Source: an optimization exercise on an open RTL-to-GDS flow (aim: small area, a short achievable clock period and few clock cycles per item). Production flows keep margins and buffers that such runs may drop.
In this exercise RTL edits were held to simulation tests only and were not proved equivalent to the original.

## flow/design.v (module list and top-level ports; edited modules follow where they fit)
// module lpc_mul: 362 lines
// module lpc_mac: 381 lines
// module lpc_booth: 15 lines
// module lpc_excitation: 82 lines
// module lpc_synth: 178 lines
module lpc_synth (
    input  wire        clk,
    input  wire        rst,
    input  wire        in_valid,
    output wire        in_ready,
    input  wire        unvoiced,
    input  wire [7:0]  pitch,
    input  wire [9:0]  energy,
    input  wire [99:0] k,           
    output reg         out_valid,
    output wire [9:0]  out_sample
);
  // ...
==> flow/flow/run.sh <==
#!/bin/bash
# The standard layout (the standard.sh: ORFS synthesis to finish, then
# the final DEF), with timing repair aiming 7 ns below the clock period so
# the resizer also works on paths that already meet the 12 ns clock.
set -o pipefail
bash standard.sh SETUP_SLACK_MARGIN=7 finish > standard.log 2>&1
==> flow/standard.sh <==
#!/bin/bash
# synth_recipe.tcl (not shown) runs the flow's synth.tcl, then flattens the netlist and writes it again
# the make line also repeats each setting of config.mk as NAME=value (left out here)
make -C /OpenROAD-flow-scripts/flow DESIGN_CONFIG=/design/flow/config.mk WORK_HOME=/design/flow/orfs CLKGATE_MAP_FILE= SYNTH_SCRIPT=/design/flow/synth_recipe.tcl "${@:-finish}"
==> flow/config.mk <==
export PLATFORM = sky130hd
export DESIGN_NAME = lpc_synth
export DESIGN_NICKNAME = lpc_synth
export VERILOG_FILES = /design/flow/design.v
export SDC_FILE = /design/flow/constraint.sdc
export NUM_CORES = 4
export LEC_CHECK = 0
export CAP_MARGIN = 20
export CORE_MARGIN = 2
export CORE_UTILIZATION = 40
export SLEW_MARGIN = 20
==> flow/constraint.sdc <==
create_clock -name core_clock -period 12.0 [get_ports {clk}]
set_input_delay 2.4000 -clock core_clock [delete_from_list [all_inputs] [get_ports {clk}]]
set_output_delay 2.4000 -clock core_clock [all_outputs]
set_load 0.01 [all_outputs]
==> out/metrics.csv, run 1 <==
metric,value,unit
status,"complete, no violations",
Die X,317,microns
Placed Area,41300,sq um
fraction of area in registers,25.0,%
post-cts resize count,148,
wire per inst,20.4,microns
critical path startpoint,b_r[4][4],
min-delay src,u_exc.lfsr[11],
maximum capacitance violations,0,
Clock-cell share,3.97,%
Area growth syn-to-layout,13.2,%
Hold Crit Class,flop to flop,
Commonest cells post-synth,"467 x inv_1, 450 x a22oi_1, 379 x fa_1",
Setup Buffers After CTS,11,
# clk buffers,65,
Final non-clock buffer share,4.16,%
worst setup path class,flop to flop,
GR Util met1,30.7,%
post-synthesis adder-cell area fraction,28.7,%
final WL,106000,microns
main flop type after synthesis,dfxtp_1,
final period utilization,42.0,%
sum of negative setup slack,0,ps
Layout Cells excl Fill,5190,
main combinational cell family by area after synthesis,adder cells,
initial cell density of the core,40.4,%
cell count of the worst hold path,1,
Worst Setup EP,b_r[0][8],
max reg flops,150,
vias per cell,5.50,
Setup WS pre-CTS,6120,ps
Final Cell Area,44300,sq um
tap cells,1276,
nonclk buf count,185,
"most common cell after layout, fill and taps aside",inv_1,
Testbench counts, summed over its fixed seeds: cycles 64,008, items 16,000.
==> module lpc_mac, before the edit <==
module lpc_mac (
    input  wire [14:0] d,
    input  wire [14:0] b,
    input  wire [14:0] c,
    output wire [15:0] p
);
    wire neg0 = d[2];
    wire two0 = d[1];
    wire one0 = d[0];
    wire pp0_0 = ((one0 & b[0]) | (two0 & 1'b0)) ^ neg0;
    wire pp0_1 = ((one0 & b[1]) | (two0 & b[0])) ^ neg0;
    wire pp0_2 = ((one0 & b[2]) | (two0 & b[1])) ^ neg0;
    wire pp0_3 = ((one0 & b[3]) | (two0 & b[2])) ^ neg0;
    wire pp0_4 = ((one0 & b[4]) | (two0 & b[3])) ^ neg0;
    wire pp0_5 = ((one0 & b[5]) | (two0 & b[4])) ^ neg0;
    wire pp0_6 = ((one0 & b[6]) | (two0 & b[5])) ^ neg0;
    wire pp0_7 = ((one0 & b[7]) | (two0 & b[6])) ^ neg0;
    wire pp0_8 = ((one0 & b[8]) | (two0 & b[7])) ^ neg0;
    wire pp0_9 = ((one0 & b[9]) | (two0 & b[8])) ^ neg0;
    wire pp0_10 = ((one0 & b[10]) | (two0 & b[9])) ^ neg0;
    wire pp0_11 = ((one0 & b[11]) | (two0 & b[10])) ^ neg0;
    wire pp0_12 = ((one0 & b[12]) | (two0 & b[11])) ^ neg0;
    wire pp0_13 = ((one0 & b[13]) | (two0 & b[12])) ^ neg0;
    wire pp0_14 = ((one0 & b[14]) | (two0 & b[13])) ^ neg0;
    wire pp0_15 = ((one0 & b[14]) | (two0 & b[14])) ^ neg0;
    wire pp0_16 = ((one0 & b[14]) | (two0 & b[14])) ^ neg0;
    wire neg1 = d[5];
    wire two1 = d[4];
    wire one1 = d[3];
    wire pp1_0 = ((one1 & b[0]) | (two1 & 1'b0)) ^ neg1;
    wire pp1_1 = ((one1 & b[1]) | (two1 & b[0])) ^ neg1;
    wire pp1_2 = ((one1 & b[2]) | (two1 & b[1])) ^ neg1;
    wire pp1_3 = ((one1 & b[3]) | (two1 & b[2])) ^ neg1;
    wire pp1_4 = ((one1 & b[4]) | (two1 & b[3])) ^ neg1;
    wire pp1_5 = ((one1 & b[5]) | (two1 & b[4])) ^ neg1;
    wire pp1_6 = ((one1 & b[6]) | (two1 & b[5])) ^ neg1;
    wire pp1_7 = ((one1 & b[7]) | (two1 & b[6])) ^ neg1;
    wire pp1_8 = ((one1 & b[8]) | (two1 & b[7])) ^ neg1;
    wire pp1_9 = ((one1 & b[9]) | (two1 & b[8])) ^ neg1;
    wire pp1_10 = ((one1 & b[10]) | (two1 & b[9])) ^ neg1;
    wire pp1_11 = ((one1 & b[11]) | (two1 & b[10])) ^ neg1;
    wire pp1_12 = ((one1 & b[12]) | (two1 & b[11])) ^ neg1;
    wire pp1_13 = ((one1 & b[13]) | (two1 & b[12])) ^ neg1;
    wire pp1_14 = ((one1 & b[14]) | (two1 & b[13])) ^ neg1;
    wire pp1_15 = ((one1 & b[14]) | (two1 & b[14])) ^ neg1;
    wire pp1_16 = ((one1 & b[14]) | (two1 & b[14])) ^ neg1;
    wire neg2 = d[8];
    wire two2 = d[7];
    wire one2 = d[6];
    wire pp2_0 = ((one2 & b[0]) | (two2 & 1'b0)) ^ neg2;
    wire pp2_1 = ((one2 & b[1]) | (two2 & b[0])) ^ neg2;
    wire pp2_2 = ((one2 & b[2]) | (two2 & b[1])) ^ neg2;
    wire pp2_3 = ((one2 & b[3]) | (two2 & b[2])) ^ neg2;
    wire pp2_4 = ((one2 & b[4]) | (two2 & b[3])) ^ neg2;
    wire pp2_5 = ((one2 & b[5]) | (two2 & b[4])) ^ neg2;
    wire pp2_6 = ((one2 & b[6]) | (two2 & b[5])) ^ neg2;
    wire pp2_7 = ((one2 & b[7]) | (two2 & b[6])) ^ neg2;
    wire pp2_8 = ((one2 & b[8]) | (two2 & b[7])) ^ neg2;
    wire pp2_9 = ((one2 & b[9]) | (two2 & b[8])) ^ neg2;
    wire pp2_10 = ((one2 & b[10]) | (two2 & b[9])) ^ neg2;
    wire pp2_11 = ((one2 & b[11]) | (two2 & b[10])) ^ neg2;
    wire pp2_12 = ((one2 & b[12]) | (two2 & b[11])) ^ neg2;
    wire pp2_13 = ((one2 & b[13]) | (two2 & b[12])) ^ neg2;
    wire pp2_14 = ((one2 & b[14]) | (two2 & b[13])) ^ neg2;
    wire pp2_15 = ((one2 & b[14]) | (two2 & b[14])) ^ neg2;
    wire pp2_16 = ((one2 & b[14]) | (two2 & b[14])) ^ neg2;
    wire neg3 = d[11];
    wire two3 = d[10];
    wire one3 = d[9];
    wire pp3_0 = ((one3 & b[0]) | (two3 & 1'b0)) ^ neg3;
    wire pp3_1 = ((one3 & b[1]) | (two3 & b[0])) ^ neg3;
    wire pp3_2 = ((one3 & b[2]) | (two3 & b[1])) ^ neg3;
    wire pp3_3 = ((one3 & b[3]) | (two3 & b[2])) ^ neg3;
    wire pp3_4 = ((one3 & b[4]) | (two3 & b[3])) ^ neg3;
    wire pp3_5 = ((one3 & b[5]) | (two3 & b[4])) ^ neg3;
    wire pp3_6 = ((one3 & b[6]) | (two3 & b[5])) ^ neg3;
    wire pp3_7 = ((one3 & b[7]) | (two3 & b[6])) ^ neg3;
    wire pp3_8 = ((one3 & b[8]) | (two3 & b[7])) ^ neg3;
    wire pp3_9 = ((one3 & b[9]) | (two3 & b[8])) ^ neg3;
    wire pp3_10 = ((one3 & b[10]) | (two3 & b[9])) ^ neg3;
    wire pp3_11 = ((one3 & b[11]) | (two3 & b[10])) ^ neg3;
    wire pp3_12 = ((one3 & b[12]) | (two3 & b[11])) ^ neg3;
    wire pp3_13 = ((one3 & b[13]) | (two3 & b[12])) ^ neg3;
    wire pp3_14 = ((one3 & b[14]) | (two3 & b[13])) ^ neg3;
    wire pp3_15 = ((one3 & b[14]) | (two3 & b[14])) ^ neg3;
    wire pp3_16 = ((one3 & b[14]) | (two3 & b[14])) ^ neg3;
    wire neg4 = d[14];
    wire two4 = d[13];
    wire one4 = d[12];
    wire pp4_0 = ((one4 & b[0]) | (two4 & 1'b0)) ^ neg4;
    wire pp4_1 = ((one4 & b[1]) | (two4 & b[0])) ^ neg4;
    wire pp4_2 = ((one4 & b[2]) | (two4 & b[1])) ^ neg4;
    wire pp4_3 = ((one4 & b[3]) | (two4 & b[2])) ^ neg4;
    wire pp4_4 = ((one4 & b[4]) | (two4 & b[3])) ^ neg4;
    wire pp4_5 = ((one4 & b[5]) | (two4 & b[4])) ^ neg4;
    wire pp4_6 = ((one4 & b[6]) | (two4 & b[5])) ^ neg4;
    wire pp4_7 = ((one4 & b[7]) | (two4 & b[6])) ^ neg4;
    wire pp4_8 = ((one4 & b[8]) | (two4 & b[7])) ^ neg4;
    wire pp4_9 = ((one4 & b[9]) | (two4 & b[8])) ^ neg4;
    wire pp4_10 = ((one4 & b[10]) | (two4 & b[9])) ^ neg4;
    wire pp4_11 = ((one4 & b[11]) | (two4 & b[10])) ^ neg4;
    wire pp4_12 = ((one4 & b[12]) | (two4 & b[11])) ^ neg4;
    wire pp4_13 = ((one4 & b[13]) | (two4 & b[12])) ^ neg4;
    wire pp4_14 = ((one4 & b[14]) | (two4 & b[13])) ^ neg4;
    wire pp4_15 = ((one4 & b[14]) | (two4 & b[14])) ^ neg4;
    wire pp4_16 = ((one4 & b[14]) | (two4 & b[14])) ^ neg4;
    wire hs0 = ~pp0_16 ^ pp1_14;
    wire hc0 = ~pp0_16 & pp1_14;
    wire hs1 = pp1_15 ^ pp2_13;
    wire hc1 = pp1_15 & pp2_13;
    wire hs2 = pp0_6 ^ pp1_4;
    wire hc2 = pp0_6 & pp1_4;
    wire hs3 = pp0_7 ^ pp1_5;
    wire hc3 = pp0_7 & pp1_5;
    wire fs0 = pp0_8 ^ pp1_6 ^ pp2_4;
    wire fc0 = (pp0_8 & pp1_6) | (pp0_8 & pp2_4) | (pp1_6 & pp2_4);
    wire hs4 = pp3_2 ^ pp4_0;
    wire hc4 = pp3_2 & pp4_0;
    wire fs1 = pp0_9 ^ pp1_7 ^ pp2_5;
    wire fc1 = (pp0_9 & pp1_7) | (pp0_9 & pp2_5) | (pp1_7 & pp2_5);
    wire fs2 = pp3_3 ^ pp4_1 ^ c[0];
    wire fc2 = (pp3_3 & pp4_1) | (pp3_3 & c[0]) | (pp4_1 & c[0]);
    wire fs3 = pp0_10 ^ pp1_8 ^ pp2_6;
    wire fc3 = (pp0_10 & pp1_8) | (pp0_10 & pp2_6) | (pp1_8 & pp2_6);
    wire fs4 = pp3_4 ^ pp4_2 ^ c[1];
    wire fc4 = (pp3_4 & pp4_2) | (pp3_4 & c[1]) | (pp4_2 & c[1]);
    wire fs5 = pp0_11 ^ pp1_9 ^ pp2_7;
    wire fc5 = (pp0_11 & pp1_9) | (pp0_11 & pp2_7) | (pp1_9 & pp2_7);
    wire fs6 = pp3_5 ^ pp4_3 ^ c[2];
    wire fc6 = (pp3_5 & pp4_3) | (pp3_5 & c[2]) | (pp4_3 & c[2]);
    wire fs7 = pp0_12 ^ pp1_10 ^ pp2_8;
    wire fc7 = (pp0_12 & pp1_10) | (pp0_12 & pp2_8) | (pp1_10 & pp2_8);
    wire fs8 = pp3_6 ^ pp4_4 ^ c[3];
    wire fc8 = (pp3_6 & pp4_4) | (pp3_6 & c[3]) | (pp4_4 & c[3]);
    wire fs9 = pp0_13 ^ pp1_11 ^ pp2_9;
    wire fc9 = (pp0_13 & pp1_11) | (pp0_13 & pp2_9) | (pp1_11 & pp2_9);
    wire fs10 = pp3_7 ^ pp4_5 ^ c[4];
    wire fc10 = (pp3_7 & pp4_5) | (pp3_7 & c[4]) | (pp4_5 & c[4]);
    wire fs11 = pp0_14 ^ pp1_12 ^ pp2_10;
    wire fc11 = (pp0_14 & pp1_12) | (pp0_14 & pp2_10) | (pp1_12 & pp2_10);
    wire fs12 = pp3_8 ^ pp4_6 ^ c[5];
    wire fc12 = (pp3_8 & pp4_6) | (pp3_8 & c[5]) | (pp4_6 & c[5]);
    wire fs13 = pp0_15 ^ pp1_13 ^ pp2_11;
    wire fc13 = (pp0_15 & pp1_13) | (pp0_15 & pp2_11) | (pp1_13 & pp2_11);
    wire fs14 = pp3_9 ^ pp4_7 ^ c[6];
    wire fc14 = (pp3_9 & pp4_7) | (pp3_9 & c[6]) | (pp4_7 & c[6]);
    wire fs15 = pp2_12 ^ pp3_10 ^ pp4_8;
    wire fc15 = (pp2_12 & pp3_10) | (pp2_12 & pp4_8) | (pp3_10 & pp4_8);
    wire fs16 = c[7] ^ 1'b1 ^ hs0;
    wire fc16 = (c[7] & 1'b1) | (c[7] & hs0) | (1'b1 & hs0);
    wire fs17 = pp3_11 ^ pp4_9 ^ c[8];
    wire fc17 = (pp3_11 & pp4_9) | (pp3_11 & c[8]) | (pp4_9 & c[8]);
    wire fs18 = 1'b1 ^ hs1 ^ hc0;
    wire fc18 = (1'b1 & hs1) | (1'b1 & hc0) | (hs1 & hc0);
    wire fs19 = ~pp1_16 ^ pp2_14 ^ pp3_12;
    wire fc19 = (~pp1_16 & pp2_14) | (~pp1_16 & pp3_12) | (pp2_14 & pp3_12);
    wire fs20 = pp4_10 ^ c[9] ^ hc1;
    wire fc20 = (pp4_10 & c[9]) | (pp4_10 & hc1) | (c[9] & hc1);
    wire fs21 = pp2_15 ^ pp3_13 ^ pp4_11;
    wire fc21 = (pp2_15 & pp3_13) | (pp2_15 & pp4_11) | (pp3_13 & pp4_11);
    wire hs5 = c[10] ^ 1'b1;
    wire hc5 = c[10] & 1'b1;
    wire fs22 = ~pp2_16 ^ pp3_14 ^ pp4_12;
    wire fc22 = (~pp2_16 & pp3_14) | (~pp2_16 & pp4_12) | (pp3_14 & pp4_12);
    wire hs6 = pp3_15 ^ pp4_13;
    wire hc6 = pp3_15 & pp4_13;
    wire hs7 = pp0_4 ^ pp1_2;
    wire hc7 = pp0_4 & pp1_2;
    wire hs8 = pp0_5 ^ pp1_3;
    wire hc8 = pp0_5 & pp1_3;
    wire fs23 = pp2_2 ^ pp3_0 ^ neg3;
    wire fc23 = (pp2_2 & pp3_0) | (pp2_2 & neg3) | (pp3_0 & neg3);
    wire fs24 = pp2_3 ^ pp3_1 ^ hs3;
    wire fc24 = (pp2_3 & pp3_1) | (pp2_3 & hs3) | (pp3_1 & hs3);
    wire fs25 = neg4 ^ fs0 ^ hs4;
    wire fc25 = (neg4 & fs0) | (neg4 & hs4) | (fs0 & hs4);
    wire fs26 = fs1 ^ fs2 ^ fc0;
    wire fc26 = (fs1 & fs2) | (fs1 & fc0) | (fs2 & fc0);
    wire fs27 = fs3 ^ fs4 ^ fc1;
    wire fc27 = (fs3 & fs4) | (fs3 & fc1) | (fs4 & fc1);
    wire fs28 = fs5 ^ fs6 ^ fc3;
    wire fc28 = (fs5 & fs6) | (fs5 & fc3) | (fs6 & fc3);
    wire fs29 = fs7 ^ fs8 ^ fc5;
    wire fc29 = (fs7 & fs8) | (fs7 & fc5) | (fs8 & fc5);
    wire fs30 = fs9 ^ fs10 ^ fc7;
    wire fc30 = (fs9 & fs10) | (fs9 & fc7) | (fs10 & fc7);
    wire fs31 = fs11 ^ fs12 ^ fc9;
    wire fc31 = (fs11 & fs12) | (fs11 & fc9) | (fs12 & fc9);
    wire fs32 = fs13 ^ fs14 ^ fc11;
    wire fc32 = (fs13 & fs14) | (fs13 & fc11) | (fs14 & fc11);
    wire fs33 = fs15 ^ fs16 ^ fc13;
    wire fc33 = (fs15 & fs16) | (fs15 & fc13) | (fs16 & fc13);
    wire fs34 = fs17 ^ fs18 ^ fc15;
    wire fc34 = (fs17 & fs18) | (fs17 & fc15) | (fs18 & fc15);
    wire fs35 = fs19 ^ fs20 ^ fc17;
    wire fc35 = (fs19 & fs20) | (fs19 & fc17) | (fs20 & fc17);
    wire fs36 = fs21 ^ hs5 ^ fc19;
    wire fc36 = (fs21 & hs5) | (fs21 & fc19) | (hs5 & fc19);
    wire fs37 = c[11] ^ fs22 ^ fc21;
    wire fc37 = (c[11] & fs22) | (c[11] & fc21) | (fs22 & fc21);
    wire fs38 = c[12] ^ 1'b1 ^ hs6;
    wire fc38 = (c[12] & 1'b1) | (c[12] & hs6) | (1'b1 & hs6);
    wire fs39 = ~pp3_16 ^ pp4_14 ^ c[13];
    wire fc39 = (~pp3_16 & pp4_14) | (~pp3_16 & c[13]) | (pp4_14 & c[13]);
    wire hs9 = pp4_15 ^ c[14];
    wire hc9 = pp4_15 & c[14];
    wire hs10 = pp0_2 ^ pp1_0;
    wire hc10 = pp0_2 & pp1_0;
    wire hs11 = pp0_3 ^ pp1_1;
    wire hc11 = pp0_3 & pp1_1;
    wire fs40 = pp2_0 ^ neg2 ^ hs7;
    wire fc40 = (pp2_0 & neg2) | (pp2_0 & hs7) | (neg2 & hs7);
    wire fs41 = pp2_1 ^ hs8 ^ hc7;
    wire fc41 = (pp2_1 & hs8) | (pp2_1 & hc7) | (hs8 & hc7);
    wire fs42 = hs2 ^ fs23 ^ hc8;
    wire fc42 = (hs2 & fs23) | (hs2 & hc8) | (fs23 & hc8);
    wire fs43 = hc2 ^ fs24 ^ fc23;
    wire fc43 = (hc2 & fs24) | (hc2 & fc23) | (fs24 & fc23);
    wire fs44 = hc3 ^ fs25 ^ fc24;
    wire fc44 = (hc3 & fs25) | (hc3 & fc24) | (fs25 & fc24);
    wire fs45 = hc4 ^ fs26 ^ fc25;
    wire fc45 = (hc4 & fs26) | (hc4 & fc25) | (fs26 & fc25);
    wire fs46 = fc2 ^ fs27 ^ fc26;
    wire fc46 = (fc2 & fs27) | (fc2 & fc26) | (fs27 & fc26);
    wire fs47 = fc4 ^ fs28 ^ fc27;
    wire fc47 = (fc4 & fs28) | (fc4 & fc27) | (fs28 & fc27);
    wire fs48 = fc6 ^ fs29 ^ fc28;
    wire fc48 = (fc6 & fs29) | (fc6 & fc28) | (fs29 & fc28);
    wire fs49 = fc8 ^ fs30 ^ fc29;
    wire fc49 = (fc8 & fs30) | (fc8 & fc29) | (fs30 & fc29);
    wire fs50 = fc10 ^ fs31 ^ fc30;
    wire fc50 = (fc10 & fs31) | (fc10 & fc30) | (fs31 & fc30);
    wire fs51 = fc12 ^ fs32 ^ fc31;
    wire fc51 = (fc12 & fs32) | (fc12 & fc31) | (fs32 & fc31);
    wire fs52 = fc14 ^ fs33 ^ fc32;
    wire fc52 = (fc14 & fs33) | (fc14 & fc32) | (fs33 & fc32);
    wire fs53 = fc16 ^ fs34 ^ fc33;
    wire fc53 = (fc16 & fs34) | (fc16 & fc33) | (fs34 & fc33);
    wire fs54 = fc18 ^ fs35 ^ fc34;
    wire fc54 = (fc18 & fs35) | (fc18 & fc34) | (fs35 & fc34);
    wire fs55 = fc20 ^ fs36 ^ fc35;
    wire fc55 = (fc20 & fs36) | (fc20 & fc35) | (fs36 & fc35);
    wire fs56 = hc5 ^ fs37 ^ fc36;
    wire fc56 = (hc5 & fs37) | (hc5 & fc36) | (fs37 & fc36);
    wire fs57 = fc22 ^ fs38 ^ fc37;
    wire fc57 = (fc22 & fs38) | (fc22 & fc37) | (fs38 & fc37);
    wire fs58 = hc6 ^ fs39 ^ fc38;
    wire fc58 = (hc6 & fs39) | (hc6 & fc38) | (fs39 & fc38);
    wire fs59 = 1'b1 ^ hs9 ^ fc39;
    wire fc59 = (1'b1 & hs9) | (1'b1 & fc39) | (hs9 & fc39);
    wire hs12 = ~pp4_16 ^ hc9;
    wire hc12 = ~pp4_16 & hc9;
    wire [24:0] r0 = {hs12, fs59, fs58, fs57, fs56, fs55, fs54, fs53, fs52, fs51, fs50, fs49, fs48, fs47, fs46, fs45, fs44, fs43, fs42, fs41, fs40, hs11, neg1, pp0_1, pp0_0};
    wire [24:0] r1 = {fc59, fc58, fc57, fc56, fc55, fc54, fc53, fc52, fc51, fc50, fc49, fc48, fc47, fc46, fc45, fc44, fc43, fc42, fc41, fc40, hc11, hc10, hs10, 1'b0, neg0};
    wire [24:0] pg = r0 ^ r1;
    wire [24:0] gg = r0 & r1;
    wire l0_1g = gg[1] | (pg[1] & gg[0]);
    wire l0_1p = pg[1] & pg[0];
    wire l0_3g = gg[3] | (pg[3] & gg[2]);
    wire l0_3p = pg[3] & pg[2];
    wire l0_5g = gg[5] | (pg[5] & gg[4]);
    wire l0_5p = pg[5] & pg[4];
    wire l0_7g = gg[7] | (pg[7] & gg[6]);
    wire l0_7p = pg[7] & pg[6];
    wire l0_9g = gg[9] | (pg[9] & gg[8]);
    wire l0_9p = pg[9] & pg[8];
    wire l0_11g = gg[11] | (pg[11] & gg[10]);
    wire l0_11p = pg[11] & pg[10];
    wire l0_13g = gg[13] | (pg[13] & gg[12]);
    wire l0_13p = pg[13] & pg[12];
    wire l0_15g = gg[15] | (pg[15] & gg[14]);
    wire l0_15p = pg[15] & pg[14];
    wire l0_17g = gg[17] | (pg[17] & gg[16]);
    wire l0_17p = pg[17] & pg[16];
    wire l0_19g = gg[19] | (pg[19] & gg[18]);
    wire l0_19p = pg[19] & pg[18];
    wire l0_21g = gg[21] | (pg[21] & gg[20]);
    wire l0_21p = pg[21] & pg[20];
    wire l0_23g = gg[23] | (pg[23] & gg[22]);
    wire l0_23p = pg[23] & pg[22];
    wire l1_2g = gg[2] | (pg[2] & l0_1g);
    wire l1_2p = pg[2] & l0_1p;
    wire l1_3g = l0_3g | (l0_3p & l0_1g);
    wire l1_3p = l0_3p & l0_1p;
    wire l1_6g = gg[6] | (pg[6] & l0_5g);
    wire l1_6p = pg[6] & l0_5p;
    wire l1_7g = l0_7g | (l0_7p & l0_5g);
    wire l1_7p = l0_7p & l0_5p;
    wire l1_10g = gg[10] | (pg[10] & l0_9g);
    wire l1_10p = pg[10] & l0_9p;
    wire l1_11g = l0_11g | (l0_11p & l0_9g);
    wire l1_11p = l0_11p & l0_9p;
    wire l1_14g = gg[14] | (pg[14] & l0_13g);
    wire l1_14p = pg[14] & l0_13p;
    wire l1_15g = l0_15g | (l0_15p & l0_13g);
    wire l1_15p = l0_15p & l0_13p;
    wire l1_18g = gg[18] | (pg[18] & l0_17g);
    wire l1_18p = pg[18] & l0_17p;
    wire l1_19g = l0_19g | (l0_19p & l0_17g);
    wire l1_19p = l0_19p & l0_17p;
    wire l1_22g = gg[22] | (pg[22] & l0_21g);
    wire l1_22p = pg[22] & l0_21p;
    wire l1_23g = l0_23g | (l0_23p & l0_21g);
    wire l1_23p = l0_23p & l0_21p;
    wire l2_4g = gg[4] | (pg[4] & l1_3g);
    wire l2_4p = pg[4] & l1_3p;
    wire l2_5g = l0_5g | (l0_5p & l1_3g);
    wire l2_5p = l0_5p & l1_3p;
    wire l2_6g = l1_6g | (l1_6p & l1_3g);
    wire l2_6p = l1_6p & l1_3p;
    wire l2_7g = l1_7g | (l1_7p & l1_3g);
    wire l2_7p = l1_7p & l1_3p;
    wire l2_12g = gg[12] | (pg[12] & l1_11g);
    wire l2_12p = pg[12] & l1_11p;
    wire l2_13g = l0_13g | (l0_13p & l1_11g);
    wire l2_13p = l0_13p & l1_11p;
    wire l2_14g = l1_14g | (l1_14p & l1_11g);
    wire l2_14p = l1_14p & l1_11p;
    wire l2_15g = l1_15g | (l1_15p & l1_11g);
    wire l2_15p = l1_15p & l1_11p;
    wire l2_20g = gg[20] | (pg[20] & l1_19g);
    wire l2_20p = pg[20] & l1_19p;
    wire l2_21g = l0_21g | (l0_21p & l1_19g);
    wire l2_21p = l0_21p & l1_19p;
    wire l2_22g = l1_22g | (l1_22p & l1_19g);
    wire l2_22p = l1_22p & l1_19p;
    wire l2_23g = l1_23g | (l1_23p & l1_19g);
    wire l2_23p = l1_23p & l1_19p;
    wire l3_8g = gg[8] | (pg[8] & l2_7g);
    wire l3_8p = pg[8] & l2_7p;
    wire l3_9g = l0_9g | (l0_9p & l2_7g);
    wire l3_9p = l0_9p & l2_7p;
    wire l3_10g = l1_10g | (l1_10p & l2_7g);
    wire l3_10p = l1_10p & l2_7p;
    wire l3_11g = l1_11g | (l1_11p & l2_7g);
    wire l3_11p = l1_11p & l2_7p;
    wire l3_12g = l2_12g | (l2_12p & l2_7g);
    wire l3_12p = l2_12p & l2_7p;
    wire l3_13g = l2_13g | (l2_13p & l2_7g);
    wire l3_13p = l2_13p & l2_7p;
    wire l3_14g = l2_14g | (l2_14p & l2_7g);
    wire l3_14p = l2_14p & l2_7p;
    wire l3_15g = l2_15g | (l2_15p & l2_7g);
    wire l3_15p = l2_15p & l2_7p;
    wire l3_24g = gg[24] | (pg[24] & l2_23g);
    wire l3_24p = pg[24] & l2_23p;
    wire l4_16g = gg[16] | (pg[16] & l3_15g);
    wire l4_16p = pg[16] & l3_15p;
    wire l4_17g = l0_17g | (l0_17p & l3_15g);
    wire l4_17p = l0_17p & l3_15p;
    wire l4_18g = l1_18g | (l1_18p & l3_15g);
    wire l4_18p = l1_18p & l3_15p;
    wire l4_19g = l1_19g | (l1_19p & l3_15g);
    wire l4_19p = l1_19p & l3_15p;
    wire l4_20g = l2_20g | (l2_20p & l3_15g);
    wire l4_20p = l2_20p & l3_15p;
    wire l4_21g = l2_21g | (l2_21p & l3_15g);
    wire l4_21p = l2_21p & l3_15p;
    wire l4_22g = l2_22g | (l2_22p & l3_15g);
    wire l4_22p = l2_22p & l3_15p;
    wire l4_23g = l2_23g | (l2_23p & l3_15g);
    wire l4_23p = l2_23p & l3_15p;
    wire l4_24g = l3_24g | (l3_24p & l3_15g);
    wire l4_24p = l3_24p & l3_15p;
    assign p[0] = pg[9] ^ l3_8g;
    assign p[1] = pg[10] ^ l3_9g;
    assign p[2] = pg[11] ^ l3_10g;
    assign p[3] = pg[12] ^ l3_11g;
    assign p[4] = pg[13] ^ l3_12g;
    assign p[5] = pg[14] ^ l3_13g;
    assign p[6] = pg[15] ^ l3_14g;
    assign p[7] = pg[16] ^ l3_15g;
    assign p[8] = pg[17] ^ l4_16g;
    assign p[9] = pg[18] ^ l4_17g;
    assign p[10] = pg[19] ^ l4_18g;
    assign p[11] = pg[20] ^ l4_19g;
    assign p[12] = pg[21] ^ l4_20g;
    assign p[13] = pg[22] ^ l4_21g;
    assign p[14] = pg[23] ^ l4_22g;
    assign p[15] = pg[24] ^ l4_23g;
endmodule
==> module lpc_synth, before the edit <==
module lpc_synth (
    input  wire        clk,
    input  wire        rst,
    input  wire        in_valid,
    output wire        in_ready,
    input  wire        unvoiced,
    input  wire [7:0]  pitch,
    input  wire [9:0]  energy,
    input  wire [99:0] k,           
    output reg         out_valid,
    output wire [9:0]  out_sample
);
    localparam [1:0] S_IDLE = 2'd0,    
                     S_C1   = 2'd1,
                     S_C2   = 2'd2,
                     S_C3   = 2'd3;
    reg [1:0]  st;
    reg [1:0]  st_next;
    reg [14:0] kd  [0:4];           
    reg [14:0] b_r [0:4];           
    reg [15:0] p_r [0:4];           
    reg [18:0] base_r;              
    reg [13:0] u10v_r;              
    reg [9:0]  prev_energy;
    reg [14:0] x   [0:9];
    reg [14:0] xn  [0:9];           
    reg [4:0]  sel3, sel4;
    reg        hi_ok, lo_ok;
    wire accept = (st == S_C3);
    assign in_ready = (st == S_C3);
    always @(*) begin
        case (st)
            S_IDLE:  st_next = in_valid ? S_C1 : S_IDLE;
            S_C1:    st_next = S_C2;
            S_C2:    st_next = S_C3;
            default: st_next = S_IDLE;
        endcase
        if (rst)
            st_next = S_IDLE;
    end
    wire [7:0] exc;
    wire [7:0] chirp_next;
    wire       noise_neg;
    lpc_excitation u_exc (
        .clk        (clk),
        .rst        (rst),
        .step       (accept),
        .unvoiced   (unvoiced),
        .pitch      (pitch),
        .exc        (exc),
        .chirp_next (chirp_next),
        .noise_neg  (noise_neg)
    );
    wire [13:0] e8  = {{1{prev_energy[9]}}, prev_energy, 3'd0};
    wire [13:0] u10 = !hi_ok   ? 14'd0 :
                      unvoiced ? (noise_neg ? -e8 : e8) : u10v_r;
    wire [15:0] m [0:4];
    genvar g;
    generate
        for (g = 0; g < 5; g = g + 1) begin : g_mul
            wire [14:0] c = (g < 4 ? {15{sel3[g]}} & x[g+5] : 15'd0)
                          | ({15{sel4[g]}}  & x[g]);
            lpc_mac u_mac (
                .d (kd[g]),
                .b (b_r[g]),
                .c (c),
                .p (m[g])
            );
        end
    endgenerate
    wire [18:0] base = base_r;
    wire [18:0] np [0:4];
    wire [18:0] cs_s [0:4];
    wire [18:0] cs_c [0:4];
    wire [19:0] sfx_w [0:4];
    wire [18:0] sfx [0:4];
    generate
        for (g = 0; g < 5; g = g + 1) begin : g_np
            assign np[g] = ~{{3{p_r[g][15]}}, p_r[g]};
        end
    endgenerate
    wire [18:0] sA = base ^ np[4] ^ np[3];
    wire [18:0] mA = (base & np[4]) | (base & np[3]) | (np[4] & np[3]);
    wire [18:0] cA = {mA[17:0], 1'b1};
    wire [18:0] sB = np[2] ^ np[1] ^ np[0];
    wire [18:0] mB = (np[2] & np[1]) | (np[2] & np[0]) | (np[1] & np[0]);
    wire [18:0] cB = {mB[17:0], 1'b1};
    wire [18:0] sT = sA ^ cA ^ np[2];
    wire [18:0] mT = (sA & cA) | (sA & np[2]) | (cA & np[2]);
    wire [18:0] cT = {mT[17:0], 1'b1};
    wire [18:0] sU = sT ^ cT ^ np[1];
    wire [18:0] mU = (sT & cT) | (sT & np[1]) | (cT & np[1]);
    wire [18:0] cU = {mU[17:0], 1'b1};
    wire [18:0] sV = sA ^ cA ^ sB;
    wire [18:0] mV = (sA & cA) | (sA & sB) | (cA & sB);
    wire [18:0] cV = {mV[17:0], 1'b1};
    wire [18:0] sW = sV ^ cV ^ cB;
    wire [18:0] mW = (sV & cV) | (sV & cB) | (cV & cB);
    wire [18:0] cW = {mW[17:0], 1'b1};
    assign cs_s[4] = base; assign cs_c[4] = np[4];
    assign cs_s[3] = sA;   assign cs_c[3] = cA;
    assign cs_s[2] = sT;   assign cs_c[2] = cT;
    assign cs_s[1] = sU;   assign cs_c[1] = cU;
    assign cs_s[0] = sW;   assign cs_c[0] = cW;
    generate
        for (g = 0; g < 5; g = g + 1) begin : g_sfx
            assign sfx_w[g] = {cs_s[g], 1'b1} + {cs_c[g], 1'b1};
            assign sfx[g] = sfx_w[g][19:1];
        end
    endgenerate
    wire signed [18:0] u0 = base_r;
    reg [11:0] clamped;
    always @(*) begin
        if (u0 > 19'sd2047)
            clamped = 12'h7FF;
        else if (u0 < -19'sd2048)
            clamped = 12'h800;
        else
            clamped = u0[11:0];
    end
    assign out_sample = clamped[11:2];
    wire [14:0] kd_next [0:4];
    generate
        for (g = 0; g < 5; g = g + 1) begin : g_enc
            wire [9:0] ks = (g == 4 && st == S_C2)          ? energy :
                            (st == S_IDLE || st == S_C2)    ? k[(g+5)*10 +: 10] :
                                                              k[g*10 +: 10];
            lpc_booth u_enc (.a (ks), .d (kd_next[g]));
        end
    endgenerate
    integer i;
    always @(*) begin
        for (i = 0; i <= 9; i = i + 1)
            xn[i] = x[i];
        if (accept)
            for (i = 0; i < 4; i = i + 1)
                xn[i+6] = m[i][14:0];
        if (out_valid) begin
            xn[0] = b_r[0];
            for (i = 0; i < 5; i = i + 1)
                xn[i+1] = m[i][14:0];
        end
    end
    always @(posedge clk) begin
        base_r <= (st == S_C1) ? {{5{u10[13]}}, u10} : sfx[0];
        for (i = 0; i < 5; i = i + 1) begin
            kd[i]  <= kd_next[i];
            p_r[i] <= m[i];
            case (st)
                S_IDLE:  b_r[i] <= (i == 0 && out_valid) ? m[4][14:0] :
                                   (i == 0 ? lo_ok : hi_ok) ? x[i+5] : 15'd0;
                S_C1:    b_r[i] <= lo_ok ? x[i] : 15'd0;
                S_C2:    b_r[i] <= (i == 4) ? {chirp_next[7], chirp_next, 6'd0} : sfx[i][14:0];
                default: b_r[i] <= sfx[i][14:0];
            endcase
        end
        for (i = 0; i <= 9; i = i + 1)
            x[i] <= xn[i];
        st    <= st_next;
        sel3  <= {{4{st_next == S_C3}} & {hi_ok, hi_ok, hi_ok, lo_ok}};
        sel4  <= {5{st == S_C3 && lo_ok}};
        if (rst) begin
            out_valid   <= 1'b0;
            hi_ok       <= 1'b0;
            lo_ok       <= 1'b0;
        end else begin
            if (accept)
                hi_ok <= 1'b1;
            if (out_valid)
                lo_ok <= 1'b1;
            out_valid <= accept;
            if (accept) begin
                prev_energy <= energy;
                u10v_r      <= m[4][13:0];
            end
        end
    end
endmodule
==> run 2, diff against run 1 <==
--- a/flow/design.v
+++ b/flow/design.v
@@ -467,16 +467,12 @@
     wire pp4_15 = ((one4 & b[14]) | (two4 & b[14])) ^ neg4;
     wire pp4_16 = ((one4 & b[14]) | (two4 & b[14])) ^ neg4;
-    wire hs0 = ~pp0_16 ^ pp1_14;
-    wire hc0 = ~pp0_16 & pp1_14;
-    wire hs1 = pp1_15 ^ pp2_13;
-    wire hc1 = pp1_15 & pp2_13;
-    wire hs2 = pp0_6 ^ pp1_4;
-    wire hc2 = pp0_6 & pp1_4;
-    wire hs3 = pp0_7 ^ pp1_5;
-    wire hc3 = pp0_7 & pp1_5;
+    wire hs0 = pp0_6 ^ pp1_4;
+    wire hc0 = pp0_6 & pp1_4;
+    wire hs1 = pp0_7 ^ pp1_5;
+    wire hc1 = pp0_7 & pp1_5;
     wire fs0 = pp0_8 ^ pp1_6 ^ pp2_4;
     wire fc0 = (pp0_8 & pp1_6) | (pp0_8 & pp2_4) | (pp1_6 & pp2_4);
-    wire hs4 = pp3_2 ^ pp4_0;
-    wire hc4 = pp3_2 & pp4_0;
+    wire hs2 = pp3_2 ^ pp4_0;
+    wire hc2 = pp3_2 & pp4_0;
     wire fs1 = pp0_9 ^ pp1_7 ^ pp2_5;
     wire fc1 = (pp0_9 & pp1_7) | (pp0_9 & pp2_5) | (pp1_7 & pp2_5);
@@ -507,34 +503,34 @@
     wire fs14 = pp3_9 ^ pp4_7 ^ c[6];
     wire fc14 = (pp3_9 & pp4_7) | (pp3_9 & c[6]) | (pp4_7 & c[6]);
-    wire fs15 = pp2_12 ^ pp3_10 ^ pp4_8;
-    wire fc15 = (pp2_12 & pp3_10) | (pp2_12 & pp4_8) | (pp3_10 & pp4_8);
-    wire fs16 = c[7] ^ 1'b1 ^ hs0;
-    wire fc16 = (c[7] & 1'b1) | (c[7] & hs0) | (1'b1 & hs0);
-    wire fs17 = pp3_11 ^ pp4_9 ^ c[8];
-    wire fc17 = (pp3_11 & pp4_9) | (pp3_11 & c[8]) | (pp4_9 & c[8]);
-    wire fs18 = 1'b1 ^ hs1 ^ hc0;
-    wire fc18 = (1'b1 & hs1) | (1'b1 & hc0) | (hs1 & hc0);
+    wire fs15 = ~pp0_16 ^ pp1_14 ^ pp2_12;
+    wire fc15 = (~pp0_16 & pp1_14) | (~pp0_16 & pp2_12) | (pp1_14 & pp2_12);
+    wire fs16 = pp3_10 ^ pp4_8 ^ ~c[7];
+    wire fc16 = (pp3_10 & pp4_8) | (pp3_10 & ~c[7]) | (pp4_8 & ~c[7]);
+    wire fs17 = pp1_15 ^ pp2_13 ^ pp3_11;
+    wire fc17 = (pp1_15 & pp2_13) | (pp1_15 & pp3_11) | (pp2_13 & pp3_11);
+    wire fs18 = pp4_9 ^ c[8] ^ ~c[7];
+    wire fc18 = (pp4_9 & c[8]) | (pp4_9 & ~c[7]) | (c[8] & ~c[7]);
     wire fs19 = ~pp1_16 ^ pp2_14 ^ pp3_12;
     wire fc19 = (~pp1_16 & pp2_14) | (~pp1_16 & pp3_12) | (pp2_14 & pp3_12);
-    wire fs20 = pp4_10 ^ c[9] ^ hc1;
-    wire fc20 = (pp4_10 & c[9]) | (pp4_10 & hc1) | (c[9] & hc1);
+    wire fs20 = pp4_10 ^ c[9] ^ c[7];
+    wire fc20 = (pp4_10 & c[9]) | (pp4_10 & c[7]) | (c[9] & c[7]);
     wire fs21 = pp2_15 ^ pp3_13 ^ pp4_11;
     wire fc21 = (pp2_15 & pp3_13) | (pp2_15 & pp4_11) | (pp3_13 & pp4_11);
-    wire hs5 = c[10] ^ 1'b1;
-    wire hc5 = c[10] & 1'b1;
+    wire hs3 = c[10] ^ 1'b1;
+    wire hc3 = c[10] & 1'b1;
     wire fs22 = ~pp2_16 ^ pp3_14 ^ pp4_12;
     wire fc22 = (~pp2_16 & pp3_14) | (~pp2_16 & pp4_12) | (pp3_14 & pp4_12);
-    wire hs6 = pp3_15 ^ pp4_13;
-    wire hc6 = pp3_15 & pp4_13;
-    wire hs7 = pp0_4 ^ pp1_2;
-    wire hc7 = pp0_4 & pp1_2;
-    wire hs8 = pp0_5 ^ pp1_3;
-    wire hc8 = pp0_5 & pp1_3;
+    wire hs4 = pp3_15 ^ pp4_13;
+    wire hc4 = pp3_15 & pp4_13;
+    wire hs5 = pp0_4 ^ pp1_2;
+    wire hc5 = pp0_4 & pp1_2;
+    wire hs6 = pp0_5 ^ pp1_3;
+    wire hc6 = pp0_5 & pp1_3;
     wire fs23 = pp2_2 ^ pp3_0 ^ neg3;
     wire fc23 = (pp2_2 & pp3_0) | (pp2_2 & neg3) | (pp3_0 & neg3);
-    wire fs24 = pp2_3 ^ pp3_1 ^ hs3;
-    wire fc24 = (pp2_3 & pp3_1) | (pp2_3 & hs3) | (pp3_1 & hs3);
-    wire fs25 = neg4 ^ fs0 ^ hs4;
-    wire fc25 = (neg4 & fs0) | (neg4 & hs4) | (fs0 & hs4);
+    wire fs24 = pp2_3 ^ pp3_1 ^ hs1;
+    wire fc24 = (pp2_3 & pp3_1) | (pp2_3 & hs1) | (pp3_1 & hs1);
+    wire fs25 = neg4 ^ fs0 ^ hs2;
+    wire fc25 = (neg4 & fs0) | (neg4 & hs2) | (fs0 & hs2);
     wire fs26 = fs1 ^ fs2 ^ fc0;
     wire fc26 = (fs1 & fs2) | (fs1 & fc0) | (fs2 & fc0);
@@ -557,30 +553,30 @@
     wire fs35 = fs19 ^ fs20 ^ fc17;
     wire fc35 = (fs19 & fs20) | (fs19 & fc17) | (fs20 & fc17);
-    wire fs36 = fs21 ^ hs5 ^ fc19;
-    wire fc36 = (fs21 & hs5) | (fs21 & fc19) | (hs5 & fc19);
+    wire fs36 = fs21 ^ hs3 ^ fc19;
+    wire fc36 = (fs21 & hs3) | (fs21 & fc19) | (hs3 & fc19);
     wire fs37 = c[11] ^ fs22 ^ fc21;
     wire fc37 = (c[11] & fs22) | (c[11] & fc21) | (fs22 & fc21);
-    wire fs38 = c[12] ^ 1'b1 ^ hs6;
-    wire fc38 = (c[12] & 1'b1) | (c[12] & hs6) | (1'b1 & hs6);
+    wire fs38 = c[12] ^ 1'b1 ^ hs4;
+    wire fc38 = (c[12] & 1'b1) | (c[12] & hs4) | (1'b1 & hs4);
     wire fs39 = ~pp3_16 ^ pp4_14 ^ c[13];
     wire fc39 = (~pp3_16 & pp4_14) | (~pp3_16 & c[13]) | (pp4_14 & c[13]);
-    wire hs9 = pp4_15 ^ c[14];
-    wire hc9 = pp4_15 & c[14];
-    wire hs10 = pp0_2 ^ pp1_0;
-    wire hc10 = pp0_2 & pp1_0;
-    wire hs11 = pp0_3 ^ pp1_1;
-    wire hc11 = pp0_3 & pp1_1;
-    wire fs40 = pp2_0 ^ neg2 ^ hs7;
-    wire fc40 = (pp2_0 & neg2) | (pp2_0 & hs7) | (neg2 & hs7);
-    wire fs41 = pp2_1 ^ hs8 ^ hc7;
-    wire fc41 = (pp2_1 & hs8) | (pp2_1 & hc7) | (hs8 & hc7);
-    wire fs42 = hs2 ^ fs23 ^ hc8;
-    wire fc42 = (hs2 & fs23) | (hs2 & hc8) | (fs23 & hc8);
-    wire fs43 = hc2 ^ fs24 ^ fc23;
-    wire fc43 = (hc2 & fs24) | (hc2 & fc23) | (fs24 & fc23);
-    wire fs44 = hc3 ^ fs25 ^ fc24;
-    wire fc44 = (hc3 & fs25) | (hc3 & fc24) | (fs25 & fc24);
-    wire fs45 = hc4 ^ fs26 ^ fc25;
-    wire fc45 = (hc4 & fs26) | (hc4 & fc25) | (fs26 & fc25);
+    wire hs7 = pp4_15 ^ c[14];
+    wire hc7 = pp4_15 & c[14];
+    wire hs8 = pp0_2 ^ pp1_0;
+    wire hc8 = pp0_2 & pp1_0;
+    wire hs9 = pp0_3 ^ pp1_1;
+    wire hc9 = pp0_3 & pp1_1;
+    wire fs40 = pp2_0 ^ neg2 ^ hs5;
+    wire fc40 = (pp2_0 & neg2) | (pp2_0 & hs5) | (neg2 & hs5);
+    wire fs41 = pp2_1 ^ hs6 ^ hc5;
+    wire fc41 = (pp2_1 & hs6) | (pp2_1 & hc5) | (hs6 & hc5);
+    wire fs42 = hs0 ^ fs23 ^ hc6;
+    wire fc42 = (hs0 & fs23) | (hs0 & hc6) | (fs23 & hc6);
+    wire fs43 = hc0 ^ fs24 ^ fc23;
+    wire fc43 = (hc0 & fs24) | (hc0 & fc23) | (fs24 & fc23);
+    wire fs44 = hc1 ^ fs25 ^ fc24;
+    wire fc44 = (hc1 & fs25) | (hc1 & fc24) | (fs25 & fc24);
+    wire fs45 = hc2 ^ fs26 ^ fc25;
+    wire fc45 = (hc2 & fs26) | (hc2 & fc25) | (fs26 & fc25);
     wire fs46 = fc2 ^ fs27 ^ fc26;
     wire fc46 = (fc2 & fs27) | (fc2 & fc26) | (fs27 & fc26);
@@ -603,16 +599,16 @@
     wire fs55 = fc20 ^ fs36 ^ fc35;
     wire fc55 = (fc20 & fs36) | (fc20 & fc35) | (fs36 & fc35);
-    wire fs56 = hc5 ^ fs37 ^ fc36;
-    wire fc56 = (hc5 & fs37) | (hc5 & fc36) | (fs37 & fc36);
+    wire fs56 = hc3 ^ fs37 ^ fc36;
+    wire fc56 = (hc3 & fs37) | (hc3 & fc36) | (fs37 & fc36);
     wire fs57 = fc22 ^ fs38 ^ fc37;
     wire fc57 = (fc22 & fs38) | (fc22 & fc37) | (fs38 & fc37);
-    wire fs58 = hc6 ^ fs39 ^ fc38;
-    wire fc58 = (hc6 & fs39) | (hc6 & fc38) | (fs39 & fc38);
-    wire fs59 = 1'b1 ^ hs9 ^ fc39;
-    wire fc59 = (1'b1 & hs9) | (1'b1 & fc39) | (hs9 & fc39);
-    wire hs12 = ~pp4_16 ^ hc9;
-    wire hc12 = ~pp4_16 & hc9;
-    wire [24:0] r0 = {hs12, fs59, fs58, fs57, fs56, fs55, fs54, fs53, fs52, fs51, fs50, fs49, fs48, fs47, fs46, fs45, fs44, fs43, fs42, fs41, fs40, hs11, neg1, pp0_1, pp0_0};
-    wire [24:0] r1 = {fc59, fc58, fc57, fc56, fc55, fc54, fc53, fc52, fc51, fc50, fc49, fc48, fc47, fc46, fc45, fc44, fc43, fc42, fc41, fc40, hc11, hc10, hs10, 1'b0, neg0};
+    wire fs58 = hc4 ^ fs39 ^ fc38;
+    wire fc58 = (hc4 & fs39) | (hc4 & fc38) | (fs39 & fc38);
+    wire fs59 = 1'b1 ^ hs7 ^ fc39;
+    wire fc59 = (1'b1 & hs7) | (1'b1 & fc39) | (hs7 & fc39);
+    wire hs10 = ~pp4_16 ^ hc7;
+    wire hc10 = ~pp4_16 & hc7;
+    wire [24:0] r0 = {hs10, fs59, fs58, fs57, fs56, fs55, fs54, fs53, fs52, fs51, fs50, fs49, fs48, fs47, fs46, fs45, fs44, fs43, fs42, fs41, fs40, hs9, neg1, pp0_1, pp0_0};
+    wire [24:0] r1 = {fc59, fc58, fc57, fc56, fc55, fc54, fc53, fc52, fc51, fc50, fc49, fc48, fc47, fc46, fc45, fc44, fc43, fc42, fc41, fc40, hc9, hc8, hs8, 1'b0, neg0};
     wire [24:0] pg = r0 ^ r1;
     wire [24:0] gg = r0 & r1;
@@ -865,4 +861,6 @@
     reg [14:0] x   [0:9];
     reg [14:0] xn  [0:9];           
+    reg [14:0] b_early [0:4];
+    wire       c4 = (st == S_IDLE) && out_valid;
     reg [4:0]  sel3, sel4;
     reg        hi_ok, lo_ok;
@@ -988,10 +986,10 @@
             p_r[i] <= m[i];
             case (st)
-                S_IDLE:  b_r[i] <= (i == 0 && out_valid) ? m[4][14:0] :
-                                   (i == 0 ? lo_ok : hi_ok) ? x[i+5] : 15'd0;
-                S_C1:    b_r[i] <= lo_ok ? x[i] : 15'd0;
-                S_C2:    b_r[i] <= (i == 4) ? {chirp_next[7], chirp_next, 6'd0} : sfx[i][14:0];
-                default: b_r[i] <= sfx[i][14:0];
+                S_IDLE:  b_early[i] = (i == 0 ? lo_ok : hi_ok) ? x[i+5] : 15'd0;
+                S_C1:    b_early[i] = lo_ok ? x[i] : 15'd0;
+                S_C2:    b_early[i] = (i == 4) ? {chirp_next[7], chirp_next, 6'd0} : sfx[i][14:0];
+                default: b_early[i] = sfx[i][14:0];
             endcase
+            b_r[i] <= (i == 0 && c4) ? m[4][14:0] : b_early[i];
         end
         for (i = 0; i <= 9; i = i + 1)
==> run 2 against run 1 <==
Against the previous run:
- fmax fell by 0.93%
- first-iteration DRC count rose by 11%
- largest cell class unchanged
- flip-flop and latch count did not move
- final cell count rose by 2.0%
- still clean
- register-to-register slack got worse by 50 ps
- core utilization rose by 0.097 points
==> out/metrics.csv, run 2 <==
metric,value,unit,change
status,"complete, no violations",,
DIE AREA,101000,sq um,
final setup vio count,0,,
initial DRC count,2494,,
worst path cell trace,a22oi_2 > xor2_2 > fa_1 > inv_2 > fa_1 > fa_1 > ha_1 > nand4_1 > nor2_1 > o31a_1 > o41a_1 > o21ai_2 > a21boi_2 > o21a_1 > o21a_1 > o21ai_1 > nand2b_1 > fa_2 > xor2_2,,
Synthesized Nets,4730,,
first-pass GRT wire length,169000,microns,
I/O pin cnt,134,,
Placed Area,41500,sq um,+0.54%
Syn Inst Count,3953,,
Area growth syn-to-layout,14.0,%,
share of post-route cells with drive strength above 1,11.1,%,
DP HPWL,80900,microns,
largest fanout on the critical path,8,,
"most common cell after layout, fill and taps aside",inv_1,,
worst setup path class,flop to flop,,
WL met2,51800,microns,
R2R cell count,19,,
gpl congestion,0.879,,
vias in the first global route,29000,,
top-area cell type share of the netlist area,19.8,%,
Arrival @ worst endpoint,5440,ps,
CP max stage cell,fa_1,,
most common cell in the synthesized netlist,inv_1,,
RR Endpoint,x[7][8],,
Fmax achieved,197,MHz,
critical path startpoint,b_r[1][8],,
final WL,109000,microns,+2.5%
unrepaired setup endpoints after global routing,true,,
max reg flops,150,,unchanged
antenna-violating nets left,0,,
main flop type after synthesis,dfxtp_1,,
Worst path max stage delay,560,ps,
wire per inst,20.6,microns,+0.54%
top flop regs,"x: 150 flops, p_r: 80 flops",,
# diodes,0,,
Critical Path End Type,flop,,
met1 WL,48300,microns,
Ys Warns,14,,
"commonest non-fill, non-tap cells in the layout","491 x inv_1, 417 x a22oi_1, 382 x fa_1, 303 x xnor2_1, 260 x ha_1",,
highest metal used,met4,,
Slew headroom,29.7,%,
main area contributors after synthesis,"fa_1 20%, dfxtp_1 14%, edfxtp_1 13%",,
nets@finish,4741,,
Commonest cells post-synth,"493 x inv_1, 449 x a22oi_1, 389 x fa_1",,
ys async rst share,0,%,
GRT Residual Overflow,0,,
vias per cell,5.48,,-0.46%
worst skew pair latency,660,ps,
Clock Skew,61.5,ps,
crit path launch type,flop,,
clock slew at reported path FFs,60,ps,
Num Clock Sinks,452,,
Synth area leader,fa_1,,
CTS Hold Bufs,0,,
Worst Setup EP,x[7][8],,
met3 wire len,5620,microns,
CTS tree,done,,
Worst-Margin Slew,1050,ps,
Hold Crit Class,flop to flop,,
sequential cell area,11100,sq um,
multi-input logic area,26300,sq um,
Syn Area/Cell,9.95,sq um,
critical path required time,12360,ps,
most used cell along the critical path,fa_1,,
"flops & latches, synth",452,,
Die X,318,microns,+0.23%
post-synthesis instance area,39300,sq um,
fillers,9215,,
clk buf depth,3,,
minimum clock period,5080,ps,
H-tree level count,2,,
min-delay src,u_exc.lfsr[5],,
Cell Rows,115,,
CTS Buf Count,52,,
sum of negative setup slack,0,ps,unchanged
"reg-to-reg slack, setup",6920,ps,
GRT Total Usage,21.2,%,
Reg-to-Reg Start,b_r[1][8],,
DRC,0,,
final hold viol count,0,,
largest net degree at the start of global routing,66,,
Biggest register,x,,
Final Max Slew Viols,0,,
Clock Tree Root,clkbuf_16,,
post-synthesis sequential area ratio,27.4,%,
final period utilization,42.4,%,+0.39 points
initial antenna violation count,5,,
DR vias,29000,,
initial cell density of the core,40.2,%,-0.22 points
post-synth cell types,78,,
core box area,97800,sq um,
Final Cell Area,44800,sq um,+1.2%
number of I/O port buffers,133,,
DRT Pass-1 Iters,6,,
Post-synth EDFFs,174,,
maximum capacitance violations,0,,unchanged
Die Y,318,microns,
run 2: cell count changes after synthesis, moves of 11 or more:
cell / before / now
o21ai_1: 9 / 26
a221o_1: 14 / 3
clkbuf_1: 210 / 224
a21oi_1: 95 / 129
inv_1: 467 / 493
nor2_1: 123 / 152
xor2_1: 234 / 221
ha_1: 292 / 266
o21ai_0: 132 / 121
run 2: repair_timing:
item                                    4_1_cts  5_1_grt
pin swaps                                    16       49
endpoints found under the setup margin      157      117
gates cloned                                  0        3
buffers inserted                             21       35
resized for setup                           131      185
run 2: cell families after synthesis:
kind of cell             synth area share, %
multiplexers                            1.70
adder cells (fa/ha/maj)                 28.3
AO/OA/AOI/OAI                           17.3
XOR/XNOR                                11.8
AND/OR/NAND/NOR                         6.26
flip-flops                              27.4
buffers and inverters                   7.21
run 2: per-layer routing:
layer,vias to the layer above,track usage (%)
li1,13500,-
met1,14500,29.5
met2,822,34.8
met3,159,2.29
met4,0,6.11
met5,-,0
run 2: worst min-delay path by stage:
| stage | end | cells past startpoint | slack [ps] |
|---|---|---|---|
| 2_1_floorplan | x[0][1] | 0 | 400 |
| 3_3_place_gp | base_r[2] | 2 | 430 |
| 3_5_place_dp | base_r[2] | 2 | 440 |
| 4_1_cts | base_r[2] | 2 | 450 |
| 5_1_grt | u_exc.lfsr[4] | 1 | 470 |
| 6_report | u_exc.lfsr[5] | 1 | 450 |
run 2: through the flow:
step / hold WS, ps / setup slack (ps) / cells / utilization (%)
2_1_floorplan: 403 / 7010 / 3953 / -
3_3_place_gp: 430 / 6240 / 5138 / 42.4
3_5_place_dp: 437 / 6210 / 5138 / 42.4
4_1_cts: 446 / 6910 / 5255 / 44.8
5_1_grt: 467 / 6720 / 5293 / 45.8
6_report: 449 / 6920 / 5293 / 45.8
run 2: critical path, delay by kind of cell, from the launching register on:
| family | cells | cell delay [ps] |
|---|---|---|
| xor gates and xnor gates | 2 | 280 |
| DFF | 1 | 380 |
| adders and majority gates | 5 | 2200 |
| buffers and inverters | 1 | 40 |
| and+or+nand+nor | 3 | 230 |
| AOI/OAI and AO/OA | 8 | 1670 |
run 2: area by class of cell:
cell class / count / area share, %
Clock buffer: 75 / 3.49
Clock inverter: 21 / 0.706
Inverter: 496 / 4.15
Multi-Input combinational cell: 2749 / 58.6
Tap cell: 1287 / 3.59
Sequential cell: 452 / 24.8
Timing Repair Buffer: 213 / 4.63
Testbench counts of run 2, summed over its fixed seeds: cycles 64,008, items 16,000.
==> run 3, diff against run 2 <==
==> flow/flow/run.sh (replaced) <==
#!/bin/bash
# The standard layout (the standard.sh: ORFS synthesis to finish, then
# the final DEF), with timing repair aiming 6.5 ns below the clock period so
# the resizer also works on paths that already meet the 12 ns clock.
set -o pipefail
bash standard.sh SETUP_SLACK_MARGIN=6.5 finish > standard.log 2>&1
==> run 3 against run 2 <==
Against the previous run:
- count of clock-buffer cells in the layout is 6 lower
- first-iteration DRC count is 9.3% lower
- core utilization is 1.3 points lower
- setup slack worse by 180 ps
- cell area is 2.8% lower
- routed wire length is 2.5% lower
- global-route usage is 0.11 points lower
- still clean
==> out/metrics.csv, run 3 <==
metric,value,unit,change
Layout Cells excl Fill,5240,,-1.0%
Synthesized Nets,4730,,unchanged
DRT Pass-1 Iters,5,,-1
final hold viol count,0,,unchanged
maximum capacitance violations,0,,unchanged
initial cell density of the core,40.2,%,unchanged
Clock Tree Root,clkbuf_16,,
status,"complete, no violations",,
largest fanout on the critical path,11,,+3
"most common cell after layout, fill and taps aside",inv_1,,
Fmax achieved,190,MHz,-3.4%
Synth area leader,fa_1,,
vias in the first global route,28800,,-0.97%
setup ws final,6740,ps,-181 ps
core box area,97800,sq um,unchanged
clk buf depth,3,,unchanged
Critical Path End Type,flop,,
main area contributors after synthesis,"fa_1 20%, dfxtp_1 14%, edfxtp_1 13%",,
GRT Total Usage,21.1,%,-0.11 points
wire per inst,20.3,microns,-1.5%
Area growth syn-to-layout,10.9,%,
DP HPWL,80900,microns,+0.10%
critical path required time,12400,ps,+40 ps
"flops & latches, synth",452,,unchanged
unrepaired setup endpoints after global routing,false,,
minimum clock period,5260,ps,+181 ps
Clock Skew,45.6,ps,-15.9 ps
first-pass GRT wire length,168000,microns,-0.75%
DRC,0,,unchanged
Ys Warns,14,,unchanged
ys async rst share,0,%,unchanged
Commonest cells post-synth,"493 x inv_1, 449 x a22oi_1, 389 x fa_1",,
GRT Residual Overflow,0,,unchanged
crit path launch type,flop,,
worst skew pair latency,660,ps,about the same
top flop regs,"x: 150 flops, p_r: 80 flops",,
H-tree level count,2,,unchanged
CTS Buf Count,53,,+1.9%
gpl congestion,0.888,,+1.0%
Die Y,318,microns,unchanged
number of I/O port buffers,133,,unchanged
"reg-to-reg slack, setup",6740,ps,-180 ps
final WL,106000,microns,-2.5%
largest net degree at the start of global routing,74,,+12%
final period utilization,43.9,%,+1.5 points
post-synthesis instance area,39300,sq um,unchanged
Arrival @ worst endpoint,5670,ps,+230 ps
worst setup path class,flop to flop,,
Setup WS pre-CTS,6160,ps,-43.2 ps
sum of negative setup slack,0,ps,unchanged
Syn Area/Cell,9.95,sq um,unchanged
DIE AREA,101000,sq um,unchanged
Cell Rows,115,,unchanged
final worst hold slack,450,ps,+0.921 ps
most common cell in the synthesized netlist,inv_1,,
main flop type after synthesis,dfxtp_1,,
clock slew at reported path FFs,70,ps,about the same
# placed instances,5139,,+0.019%
vias per cell,5.47,,-0.13%
DR vias,28700,,-1.1%
max reg flops,150,,unchanged
Biggest register,x,,
"commonest non-fill, non-tap cells in the layout","493 x inv_1, 446 x a22oi_1, 388 x fa_1, 305 x xnor2_1, 264 x ha_1",,
Hold Crit Class,flop to flop,,
final setup vio count,0,,unchanged
share of post-route cells with drive strength above 1,6.25,%,-4.8 points
nets@finish,4684,,-1.2%
Final Max Slew Viols,0,,unchanged
initial DRC count,2262,,-9.3%
CTS tree,done,,
antenna-violating nets left,0,,unchanged
Post-synth EDFFs,174,,unchanged
Syn Inst Count,3953,,unchanged
initial antenna violation count,3,,-2
post-synthesis sequential area ratio,27.4,%,unchanged
Setup Buffers After CTS,0,,-100%
Slew headroom,23.7,%,-5.9 points
Worst-Margin Slew,1140,ps,+92.2 ps
post-synth cell types,78,,unchanged
Num Clock Sinks,452,,unchanged
Die X,318,microns,unchanged
top-area cell type share of the netlist area,19.8,%,unchanged
I/O pin cnt,134,,unchanged
==> run 3: cell counts after synthesis <==
No cell type changed its count.
==> run 3: layout make-up <==
class	count	area [sq um]
well taps	1287	1610
repair buffers	155	1520
clock buffers	69	1520
flip-flops and latches	452	10900
inverters	496	1860
multi-input cells	2749	25800
diodes	1	2.50
fillers	9275	54200
clock inverters	31	367
==> run 3: cells by family (layout without fill, tap and decap cells) <==
logic type | count (synthesis) | count (layout) | share of synthesized area [%]
other | 0 | 1 | 0
buffers and inverters | 752 | 751 | 7.21
flip-flops | 452 | 452 | 27.4
adder cells (fa/ha/maj) | 655 | 655 | 28.3
multiplexers | 64 | 64 | 1.70
XOR/XNOR | 529 | 529 | 11.8
AO/OA/AOI/OAI | 976 | 976 | 17.3
AND/OR/NAND/NOR | 525 | 525 | 6.26
==> run 3: worst paths after layout <==
path,from,to,cells after the start
setup / recovery,b_r[0][10],x[6][14],17
hold / removal,u_exc.lfsr[7],u_exc.lfsr[7],1
setup reg to reg,b_r[0][10],x[6][14],17
hold reg to reg,u_exc.lfsr[7],u_exc.lfsr[7],1
==> run 3: worst max-delay path, stage by stage, from the launching register on <==
cell	delay (ps)
dfxtp_1	700
a22oi_1	200
xnor2_1	250
fa_1	480
fa_1	490
inv_1	50
fa_1	550
inv_1	60
ha_1	320
a21o_1	170
a21o_1	170
a21o_1	170
a21oi_1	130
nor2b_1	80
o41ai_2	450
a21oi_1	130
a2111o_1	430
xor2_1	180
==> run 3: metal layers <==
metal / global-route usage (%) / up-vias / wire length (microns)
met5: 0 / - / 0
met4: 5.41 / 0 / 2460
met3: 2.14 / 125 / 5540
met2: 34.8 / 837 / 50600
met1: 29.5 / 14200 / 47500
li1: - / 13500 / -
==> run 3: through the flow <==
stage               area, sq um  util [%]
floorplan                 39300         -
global placement          41500      42.4
detailed placement        41500      42.4
CTS                       43400      44.4
global route              43600      44.6
finish                    43600      44.6
==> run 3: what timing repair did <==
| action | CTS | global route |
|---|---|---|
| pin swaps | 0 | 3 |
| hold buffers | 0 | 0 |
| gates resized for setup | 16 | 84 |
| endpoints found under the setup margin | 14 | 57 |
| gates cloned | 0 | 0 |

[what the ideal ports hide]
No port has a modelled driver above. Below, the same layouts with a new extraction and two added sets of constraints. Step 1 (the two cells are an assumption about what drives the block):
set clk [get_ports {clk}]
set_driving_cell -lib_cell sky130_fd_sc_hd__clkbuf_16 $clk
set_driving_cell -lib_cell sky130_fd_sc_hd__buf_2 [delete_from_list [all_inputs] $clk]
Step 2 moves the port delays by t, midway between the first and last clock arrival at a register: inputs arrive t later, outputs are due t later. That takes back most of the time a late clock gives input paths. Three values: no drivers, after step 1, after step 2; two values: the first two.
| run | shift t [ns] | setup WS [ns] | worst setup path at the end | worst register clock-pin slew, ns |
|---|---|---|---|---|
| run 1 | 0.675 | 6.964 / 6.964 / 6.474 | input to register | 0.07 / 0.07 |
| run 2 | 0.698 | 6.917 / 6.917 / 6.501 | input to register | 0.07 / 0.07 |
| run 3 | 0.708 | 6.737 / 6.737 / 6.203 | input to register | 0.07 / 0.07 |
After both steps every run listed still meets setup and hold. The setup slack of run 3, which loses most, moves by 0.000 ns with the drivers and by -0.534 ns with both steps.
